From an optimization exercise on the open Yosys and OpenROAD flow, aimed at small area, a short achievable clock period and few clock cycles per item; shortcuts taken in it are not production practice. RTL that was checked went through simulation tests only; none was proved equivalent to the original. Power is estimated from default activity; no workload was simulated.

## red
Design simpledes_core, start of the top module:
module simpledes_core (
    input  wire        clk,
    input  wire        rst,         
    input  wire [23:0] cmd,
    input  wire        cmd_valid,
    output wire        cmd_ready,
    output wire [11:0] dout,
    output wire [7:0]  status
);
    localparam [2:0] E_NONE    = 3'd0;
    localparam [2:0] E_ILLEGAL = 3'd1;
    localparam [2:0] E_RANGE   = 3'd2;
    localparam [2:0] E_NOKEY   = 3'd3;
    localparam [2:0] E_LOCKED  = 3'd4;
    function [7:0] expand;
        input [5:0] x;
        expand = {x[5], x[4], x[2], x[3], x[2], x[3], x[1], x[0]};
    endfunction
    localparam [15:0] S1B0 = 16'he155, S1B1 = 16'hac5a, S1B2 = 16'h6669;
    localparam [15:0] S2B0 = 16'h4b78, S2B1 = 16'h3ad4, S2B2 = 16'h991d;
    function [2:0] sbox1;
        input [3:0] a;
        sbox1 = {S1B2[a], S1B1[a], S1B0[a]};
    endfunction
    function [2:0] sbox2;
        input [3:0] a;
        sbox2 = {S2B2[a], S2B1[a], S2B0[a]};
    endfunction
    function [5:0] round_f;
        input [5:0] r;
        input [7:0] rk;
        reg   [7:0] x;
        begin
            x       = expand(r) ^ rk;
            round_f = {sbox1(x[7:4]), sbox2(x[3:0])};
        end
    endfunction
    function [5:0] sboxes;
        input [7:0] x;
  ...
==> flow/config.mk <==
export PLATFORM = sky130hd
export DESIGN_NAME = simpledes_core
export DESIGN_NICKNAME = simpledes_core
export VERILOG_FILES = /design/flow/design.v
export SDC_FILE = /design/flow/constraint.sdc
export NUM_CORES = 4
export LEC_CHECK = 0
export CAP_MARGIN = 20
export CORE_MARGIN = 2
export CORE_UTILIZATION = 40
export SETUP_SLACK_MARGIN = 1.65
export SLEW_MARGIN = 20
==> flow/constraint.sdc <==
create_clock -name core_clock -period 4.5 [get_ports {clk}]
set_input_delay 0.9000 -clock core_clock [delete_from_list [all_inputs] [get_ports {clk}]]
set_output_delay 0.9000 -clock core_clock [all_outputs]
set_load 0.01 [all_outputs]
standard.sh (not shown) runs the stock make flow with config.mk's settings and CLKGATE_MAP_FILE= SYNTH_SCRIPT=/design/flow/synth_recipe.tcl, a recipe that flattens the netlist after the stock synthesis.
==> flow/flow/run.sh <==
#!/bin/bash
# Standard layout, with the port buffers made of a regular buffer cell instead of the
# delay cell buffer_ports picks by default.
set -euo pipefail
bash standard.sh "BUFFER_PORTS_ARGS=-buffer_cell sky130_fd_sc_hd__buf_1" finish > run_standard.log 2>&1
Testbench counts of red, summed over its fixed seeds: cycles 3,073, items 1,600.
For blue, these inputs were changed with respect to red:
- a change of SETUP_SLACK_MARGIN from 1.65 to 1.8
### Flow results
Wire length on blue is down relative to red.
Sort red and blue by final area, descending, and blue comes first.
Compared with red, blue shows net switching power figure lower by about 3.2%.
Relative to red, the top achievable clock speed of blue is higher by 4.0%.
Relative to red, total power decreased by 0.0066 mW in blue.
blue has completed all stages; timing, DRC and antenna checks passed.
--- input diff blue..green ---
- SETUP_SLACK_MARGIN changed from 1.8 to 1.5
### Flow results
Of blue and green, the higher share of power burned in the clock network belongs to green. green: final clock period utilization by the worst path 5.5 points above blue. | total chip power | blue vs green | ≈ equal |. Between green and blue, it is green whose global router's overall resource usage is higher, by 0.82 points. Diff green..blue | met3 track utilization from global routing | negligible. blue reports its commonest non-fill, non-tap cell in the layout as nand2_1 while green reports buf_1.

* * *

run A:
Another version of the RTL of simpledes_core (not shown whole).
For scale: about 0.0034 mm2 of cells after synthesis.
export LEC_CHECK = 0
export CAP_MARGIN = 20
export CORE_MARGIN = 2
export CORE_UTILIZATION = 40
export SETUP_SLACK_MARGIN = 1.3
export SLEW_MARGIN = 20
create_clock -name core_clock -period 4.5 [get_ports {clk}]
Scripts as last shown in full above: flow/flow/run.sh
Testbench counts of run A, summed over its fixed seeds: cycles 3,073, items 1,600.
Here is what was changed in the inputs of run B compared with run A.
Settings: putting ABC_AREA at 1 where nothing was set.
### Flow results
From run A to run B the numbers moved as follows: headroom to the max-slew limit went down, final cell area excluding filler cells shows an increase of 400 um2, area of the core grew by about 12%, number of design rule violations left after detail routing was more or less identical, routed wire length shows an increase of 28%. What run A reported for synthesized netlist cell count has to be multiplied by 1.7 to get the figure for run B. On wire length of the first global-routing pass: between run A and run B, it ends up lower for run A. For run B, the main combinational cell family by area after synthesis was simple AND/OR/NAND/NOR gates, unlike run A, where it was multiplexers. Run B against run A: clock-buffer cell count fell 2; overall power fell about 7%; core utilization fell 0.66 points; final sum of negative setup slack about even.
The following lists how run C was set up differently from run B:
Settings: a deleted ABC_AREA that had been 1; a change of SETUP_SLACK_MARGIN from 1.3 to 1.8.
[summary]
- Non-clock buffer count in run C is 19 higher than in run B
- From run C to run B, number of diodes added for antenna fixing did not move at all.
- Side by side, net switching power of the design turned out higher in run C than in run B.
- Fraction of power consumed by combinational cells was lower in the run labelled run B.
- Comparing run B and run C, the lower clock power share is on run C.
- Summary of run C over run B: top fanout value on the critical path grew by 1, utilization grew by 5.1 points.
[inputs] run D vs run C
Settings: SETUP_SLACK_MARGIN: 1.8 -> 1.3; CTS_CLUSTER_DIAMETER: unset -> 300; CTS_CLUSTER_SIZE: unset -> 50.
--- outcome ---
- Run C finished end to end and its layout was clean on timing, DRC and antenna.
- Run D: PASS, flow complete, no timing, DRC or antenna violations
- Area growth from synthesis to layout (higher): run C
- In run D relative to run C, wire length on met2 had gone down by a little under 10%.
- From run C to run D, remaining global-route overflow did not move at all.
- NOTE: worst slack after detailed placement in run D falls short of that of run C
- Delta (run D minus run C): met2 track demand over resource in global routing lower; multi-input gate share of the layout cell area roughly the same; final critical path time including I/O delays and setup higher.

* * *

the previous run:
simpledes_core again, from the RTL that the note above started with.
clock: 4.5 ns
lec_check: 0
cap_margin: 20
core_margin: 2
core_utilization: 40
setup_slack_margin: 1.5
slew_margin: 20
Scripts as last shown in full above: flow/flow/run.sh
Testbench counts of the previous run, summed over its fixed seeds: cycles 3,073, items 1,600.
The inputs of the current run differ from those of the previous run as listed below.
Settings: SETUP_SLACK_MARGIN now 1.3, was 1.5; CORE_UTILIZATION now 65, was 40; PLACE_DENSITY now 0.75, previously not set.
==> run notes <==
The current run -> the previous run: count of nets left with antenna violations after detail routing delta 0, exact match. Of the current run and the previous run, it is the current run that has the higher fraction of the cycle the final worst path needs. The current run against the previous run: wire length moved down; number of standard cells in the final layout excluding fillers moved down; internal power moved up; clock power share moved up. The current run vs. the previous run: final area went down by 4.3%. | number of post-CTS setup repair buffers | the current run vs the previous run | 4 lower |.

* * *

Another version of the RTL of simpledes_core (not shown whole).
For scale: about 410 cells after synthesis, about 48 I/O pins, ~0.0040 mm^2 of cells after synthesis.
==> flow/config.mk <==
export PLATFORM = sky130hd
export DESIGN_NAME = simpledes_core
export DESIGN_NICKNAME = simpledes_core
export VERILOG_FILES = /design/flow/design.v
export SDC_FILE = /design/flow/constraint.sdc
export NUM_CORES = 4
export LEC_CHECK = 0
export CAP_MARGIN = 20
export CORE_MARGIN = 2
export CORE_UTILIZATION = 40
export SETUP_SLACK_MARGIN = 2.5
export SLEW_MARGIN = 20
==> flow/constraint.sdc <==
create_clock -name core_clock -period 4.5 [get_ports {clk}]
set_input_delay 0.9000 -clock core_clock [delete_from_list [all_inputs] [get_ports {clk}]]
set_output_delay 0.9000 -clock core_clock [all_outputs]
set_load 0.01 [all_outputs]
==> flow/flow/run.sh <==
#!/bin/bash
# Standard layout, with the port buffers made of a regular buffer cell instead of the
# delay cell buffer_ports picks by default.
set -euo pipefail
bash standard.sh "BUFFER_PORTS_ARGS=-buffer_cell sky130_fd_sc_hd__buf_2" finish > run_standard.log 2>&1
The starting point completed with no timing, DRC or antenna violations.
Testbench counts at the start, summed over its fixed seeds: cycles 3,073, items 1,600.
Edit:
Settings changed: SETUP_SLACK_MARGIN 2.5 to default.
Maximum frequency drops by 12%. Cell count drops by 13%. Global-route usage drops by 4.1 points. Sequential share of layout area climbs by 7.8 points.

* * *

simpledes_core, a different RTL version from the one above (not shown whole).
Size in the first run: ~41 flip-flops.
Settings: LEC_CHECK=0, CAP_MARGIN=20, CORE_MARGIN=2, CORE_UTILIZATION=40, SETUP_SLACK_MARGIN=1.6, SLEW_MARGIN=20; clock period 4.5 ns.
==> flow/flow/run.sh <==
#!/bin/bash
# Standard layout, with the port buffers made of a regular buffer cell instead of the
# delay cell buffer_ports picks by default.
set -euo pipefail
bash standard.sh "BUFFER_PORTS_ARGS=-buffer_cell sky130_fd_sc_hd__buf_1" finish > run_standard.log 2>&1
Change:
Settings changed: CTS_BUF_LIST set to sky130_fd_sc_hd__clkbuf_16, SETUP_SLACK_MARGIN 1.6 to 1.5.
Result:
- The changed run finished clean
- core utilization does not change
- die area does not change
- design area does not change
- maximum frequency went down slightly
- via count went up by a few percent
- sequential share of layout area went down by 0.28 points
- worst hold slack gets worse by 0.014 ns
- first-iteration DRC count went up by well over a third
- critical path depth does not change
No run of this note included a check of the RTL's function; only the layout flow was run.

* * *

## v44
simpledes_core, a different RTL version from the one above (not shown whole).
For scale: roughly 590 cells after synthesis, roughly 41 flip-flops, about 48 I/O pins, ~5000 sq um of cells after synthesis.
clock: 4.5 ns
lec_check: 0
cap_margin: 20
core_margin: 2
core_utilization: 40
slew_margin: 20
run.sh (not shown) runs the stock make flow with config.mk's settings and CLKGATE_MAP_FILE= SYNTH_SCRIPT=/design/flow/synth_recipe.tcl, a recipe that flattens the netlist after the stock synthesis.
Stock flow here: none of the scripts above is used.
Testbench counts of v44, summed over its fixed seeds: cycles 2,417, items 1,600.
[inputs] v53 vs v44
--- a/flow/config.mk
+++ b/flow/config.mk
@@ -10,0 +11 @@
+export SETUP_SLACK_MARGIN = 2.0
Compared to v44, v53 reaches a higher achievable clock. Maximum number of pins on one net before global-route repair, v53 vs v44: up by more than 100%. Compared to v44, the routing of v53 uses more wire. Going from v44 to v53, final-layout fill cell count shrinks by 16%. Diff v44 -> v53: count of clock-buffer cells in the layout went down 1, average wire per standard cell now larger, global-route usage over all layers increased 2.0 points, sum of routed wire segments on met1 went up.
The following lists how v22 was set up differently from v53:
--- a/flow/config.mk
+++ b/flow/config.mk
@@ -7,0 +8 @@
+export ABC_CLOCK_PERIOD_IN_PS = 2000
@@ -11 +12 @@
-export SETUP_SLACK_MARGIN = 2.0
+export SETUP_SLACK_MARGIN = 1.5
Notes after the runs:
- Compared v53 against v22; count of TritonRoute iterations in the first routing pass within noise.
- Setup slack: higher on v22
- Run comparison: v53 slowest library cell on the worst path sky130_fd_sc_hd__xnor3_2; v22 slowest library cell on the worst path sky130_fd_sc_hd__xor3_2
- [compare] base=v53 new=v22: maximum net fanout on the critical path rose by 2, count of clock-buffer cells in the layout stayed essentially flat, leakage power total fell by 0.15 nW.
- v22: flow completed, timing, DRC and antenna clean

* * *

The RTL this note starts from:
==> flow/design.v <==
module simpledes_core (
    input  wire        clk,
    input  wire        rst,         
    input  wire [23:0] cmd,
    input  wire        cmd_valid,
    output wire        cmd_ready,
    output wire [11:0] dout,
    output wire [7:0]  status
);
    localparam [2:0] E_NONE    = 3'd0;
    localparam [2:0] E_ILLEGAL = 3'd1;
    localparam [2:0] E_RANGE   = 3'd2;
    localparam [2:0] E_NOKEY   = 3'd3;
    localparam [2:0] E_LOCKED  = 3'd4;
    function [7:0] expand;
        input [5:0] x;
        expand = {x[5], x[4], x[2], x[3], x[2], x[3], x[1], x[0]};
    endfunction
    function [2:0] sbox1;
        input [3:0] a;
        reg   [3:0] q0, q1, q2;
        begin
            q0 = {a[0] | a[1], ~(a[0] | a[1]), ~a[0], ~a[0]};
            q1 = {a[0], a[1], ~a[0], a[0]};
            q2 = {a[0] ^ a[1], a[0] ^ a[1], a[0] ^ a[1], ~(a[0] ^ a[1])};
            sbox1 = {q2[a[3:2]], q1[a[3:2]], q0[a[3:2]]};
        end
    endfunction
    function [2:0] sbox2;
        input [3:0] a;
        reg   [3:0] q0, q1, q2;
        begin
            q0 = {a[1] & ~a[0], a[0] | ~a[1], ~(a[0] & a[1]), a[0] & a[1]};
            q1 = {~a[1], a[0], a[1] | ~a[0], a[1] & ~a[0]};
            q2 = {~(a[0] ^ a[1]), ~(a[0] ^ a[1]), ~(a[0] | a[1]), a[1] | ~a[0]};
            sbox2 = {q2[a[3:2]], q1[a[3:2]], q0[a[3:2]]};
        end
    endfunction
    function [5:0] round_f;
        input [5:0] r;
        input [7:0] rk;
        reg   [7:0] x;
        begin
            x       = expand(r) ^ rk;
            round_f = {sbox1(x[7:4]), sbox2(x[3:0])};
        end
    endfunction
    function [5:0] sboxes;
        input [7:0] x;
        sboxes = {sbox1(x[7:4]), sbox2(x[3:0])};
    endfunction
    function [5:0] unexpand;
        input [7:0] x;
        input [7:0] k;
        unexpand = {x[7] ^ k[7], x[6] ^ k[6], x[4] ^ k[4], x[5] ^ k[5], x[1] ^ k[1], x[0] ^ k[0]};
    endfunction
    reg  [8:0]  key;
    reg         kv;
    reg         dv;
    reg  [2:0]  err;
    reg  [5:0]  hl, hr;
    reg  [8:0]  rot;
    reg  [4:0]  cur;
    reg         busy;
    wire        down = !cur[4];          
    wire [3:0]  op   = cmd[23:20];
    wire [3:0]  sr   = cmd[19:16];
    wire [3:0]  er   = cmd[15:12];
    wire [11:0] data = cmd[11:0];
    wire fields_zero = (sr == 4'd0) && (er == 4'd0);
    wire is_ldkey = (op == 4'h1) && fields_zero;
    wire is_enc   = (op == 4'h2) && fields_zero;
    wire is_dec   = (op == 4'h3) && fields_zero;
    wire is_proc  = (op == 4'h4);
    wire illegal  = !(is_ldkey || is_enc || is_dec || is_proc);
    reg [2:0] fault;
    always @(*) begin
        if (illegal)
            fault = E_ILLEGAL;
        else if (is_ldkey)
            fault = (data[11:9] != 3'd0) ? E_RANGE : (kv ? E_LOCKED : E_NONE);
        else if (is_proc && (sr == 4'd0 || er == 4'd0))
            fault = E_RANGE;
        else if (!kv)
            fault = E_NOKEY;
        else
            fault = E_NONE;
    end
    wire issue = cmd_valid && !busy;
    wire [8:0] rot_n  = down ? {rot[0], rot[8:1]} : {rot[7:0], rot[8]};
    wire [8:0] rot_nn = down ? {rot[1:0], rot[8:2]} : {rot[6:0], rot[8:7]};
    wire [5:0] st_r   = hl ^ sboxes(expand(hr) ^ rot[8:1]);      
    wire [7:0] in_k  = busy ? rot_n[8:1] : op[0] ? key[7:0] : key[8:1];
    wire [5:0] in_rr = busy ? st_r : data[5:0];
    wire [5:0] in_ll = busy ? hr : data[11:6];
    wire [5:0] in_r  = in_ll ^ sboxes(expand(in_rr) ^ in_k);
    wire       one   = (cur == 5'd1) || (cur == 5'h1f);          
    wire       two   = busy && !one;
    wire       sgl   = busy && one;
    wire [3:0] idx = {sr[3], sr[2], sr[1] | (op[1] & ~op[0]), sr[0] | (op[1] & op[0])};
    wire [8:0] b0  = {key[0], key[8:1]};
    wire [8:0] b1  = idx[0] ? {b0[7:0], b0[8]}   : b0;
    wire [8:0] b2  = idx[1] ? {b1[6:0], b1[8:7]} : b1;
    wire [8:0] b3  = idx[2] ? {b2[4:0], b2[8:5]} : b2;
    wire [8:0] b4  = idx[3] ? {b3[0], b3[8:1]}   : b3;
    wire go_c = issue && (err == E_NONE) && (fault == E_NONE) && !is_ldkey;
    always @(posedge clk) begin
        if (rst) begin
            busy <= 1'b0;
            kv   <= 1'b0;
            dv   <= 1'b0;
            err  <= E_NONE;
        end else if (busy) begin
            if (one || cur == 5'd2 || cur == 5'h1e) busy <= 1'b0;
        end else if (issue && err == E_NONE) begin
            if (fault != E_NONE) begin
                err <= fault;
            end else if (is_ldkey) begin
                key <= data[8:0];
                kv  <= 1'b1;
            end else begin
                dv <= 1'b1;
                if (!op[1]) busy <= (sr != er);       
            end
        end
    end
    wire       ld   = !busy && go_c;
    wire       hold = !busy && !go_c;
    wire [5:0] ld_l = op[1] ? data[5:0] : data[11:6];
    wire [5:0] ld_r = op[1] ? in_r : data[5:0];
    always @(posedge clk) begin
        hl  <= ({6{two}} & st_r)   | ({6{sgl}} & hr)    | ({6{ld}} & ld_l) | ({6{hold}} & hl);
        hr  <= ({6{two}} & in_r)   | ({6{sgl}} & st_r)  | ({6{ld}} & ld_r) | ({6{hold}} & hr);
        rot <= ({9{two}} & rot_nn) | ({9{sgl}} & rot_n) | ({9{ld}} & b4)   | ({9{hold}} & rot);
    end
    always @(posedge clk)
        cur <= (busy ? cur : {1'b0, sr}) + (busy ? {{3{down}}, 2'b10} : ~{1'b0, er} + 5'd1);
    assign cmd_ready = !busy;
    assign dout      = {st_r, hr};
    assign status    = {3'b000, err, dv, kv};
endmodule
clock: 4.5 ns
lec_check: 0
cap_margin: 20
core_margin: 2
core_utilization: 40
setup_slack_margin: 1.1
slew_margin: 20
standard.sh (not shown) runs the stock make flow with config.mk's settings and CLKGATE_MAP_FILE= SYNTH_SCRIPT=/design/flow/synth_recipe.tcl, a recipe that flattens the netlist after the stock synthesis.
Scripts as last shown in full above: flow/flow/run.sh
Testbench counts at the start, summed over its fixed seeds: cycles 2,417, items 1,600.
Edit:
- CAP_MARGIN: 20 -> 10
- SETUP_SLACK_MARGIN: 1.1 -> 1.3
- SLEW_MARGIN: 20 -> 10
After rerunning: Sequential cell count stays the same; final area rises by 0.71%; critical path depth goes up by 6; via count barely changes; clock skew barely changes; first-iteration DRC count goes up by 24%; die area is unchanged.
Edit:
- CAP_MARGIN: 10 -> 0
- SLEW_MARGIN: 10 -> 0
The new run finished clean.
Area after synthesis is unchanged.
Utilization does not change.
First-iteration DRC count stays the same.
Flip-flop and latch count stays the same.
Edit:
- CAP_MARGIN: 0 -> 20
- SETUP_SLACK_MARGIN: 1.3 -> 0.8
- SLEW_MARGIN: 0 -> 20
The new run completed without violations.
Total power goes down by 1.7%.
Wire length goes up by about 2%.
Core utilization goes down by 0.36 points.

==> static timing again, ports no longer ideal <==
Ports are ideal in the flow. The routed layouts listed here were re-timed in OpenROAD. Step 1, drivers: a clkbuf_16 drives clk and a buf_2 each remaining input, both assumed. Step 2 moves the port delays by t, midway between the first and last clock arrival at a register: inputs arrive t later, outputs are due t later. That takes back most of the time a late clock gives input paths. Three values: ideal ports, drivers, drivers and shift; two values: the first two.
run | shift t [ns] | setup WS [ns] | worst setup path after step 2
red | 0.341 | 1.773 / 1.740 / 1.442 | input to register
blue | 0.333 | 1.877 / 1.843 / 1.551 | input to register
green | 0.341 | 1.629 / 1.596 / 1.362 | input to register
run A | 0.331 | 1.452 / 1.421 / 1.200 | input to register
run B | 0.325 | 1.517 / 1.487 / 1.325 | input to register
run C | 0.324 | 1.588 / 1.559 / 1.493 | input to register
run D | 0.331 | 1.452 / 1.421 / 1.200 | input to register
the previous run | 0.318 | 1.550 / 1.520 / 1.334 | input to register
the current run | 0.329 | 1.395 / 1.367 / 1.182 | input to register
the first run of note 4 | 0.333 | 1.561 / 1.548 / 1.215 | input to register
the second run of note 4 | 0.332 | 1.160 / 1.171 / 0.839 | input to register
the first run of note 5 | 0.330 | 1.580 / 1.547 / 1.420 | input to register
the second run of note 5 | 0.323 | 1.550 / 1.511 / 1.409 | input to register
v44 | 0.324 | 0.359 / 0.378 / 0.055 | input to register
v53 | 0.328 | 0.586 / 0.585 / 0.257 | input to register
v22 | 0.332 | 0.695 / 0.689 / 0.357 | input to register
the first run of note 7 | 0.340 | 1.304 / 1.272 / 0.982 | input to register
the second run of note 7 | 0.340 | 1.413 / 1.398 / 1.085 | input to register
the third run of note 7 | 0.340 | 1.413 / 1.398 / 1.085 | input to register
the fourth run of note 7 | 0.331 | 1.194 / 1.199 / 0.869 | input to register
After both steps setup and hold are still met in every run listed. The setup slack of the first run of note 4, which loses most, moves by -0.013 ns with the drivers and by -0.346 ns with both steps.
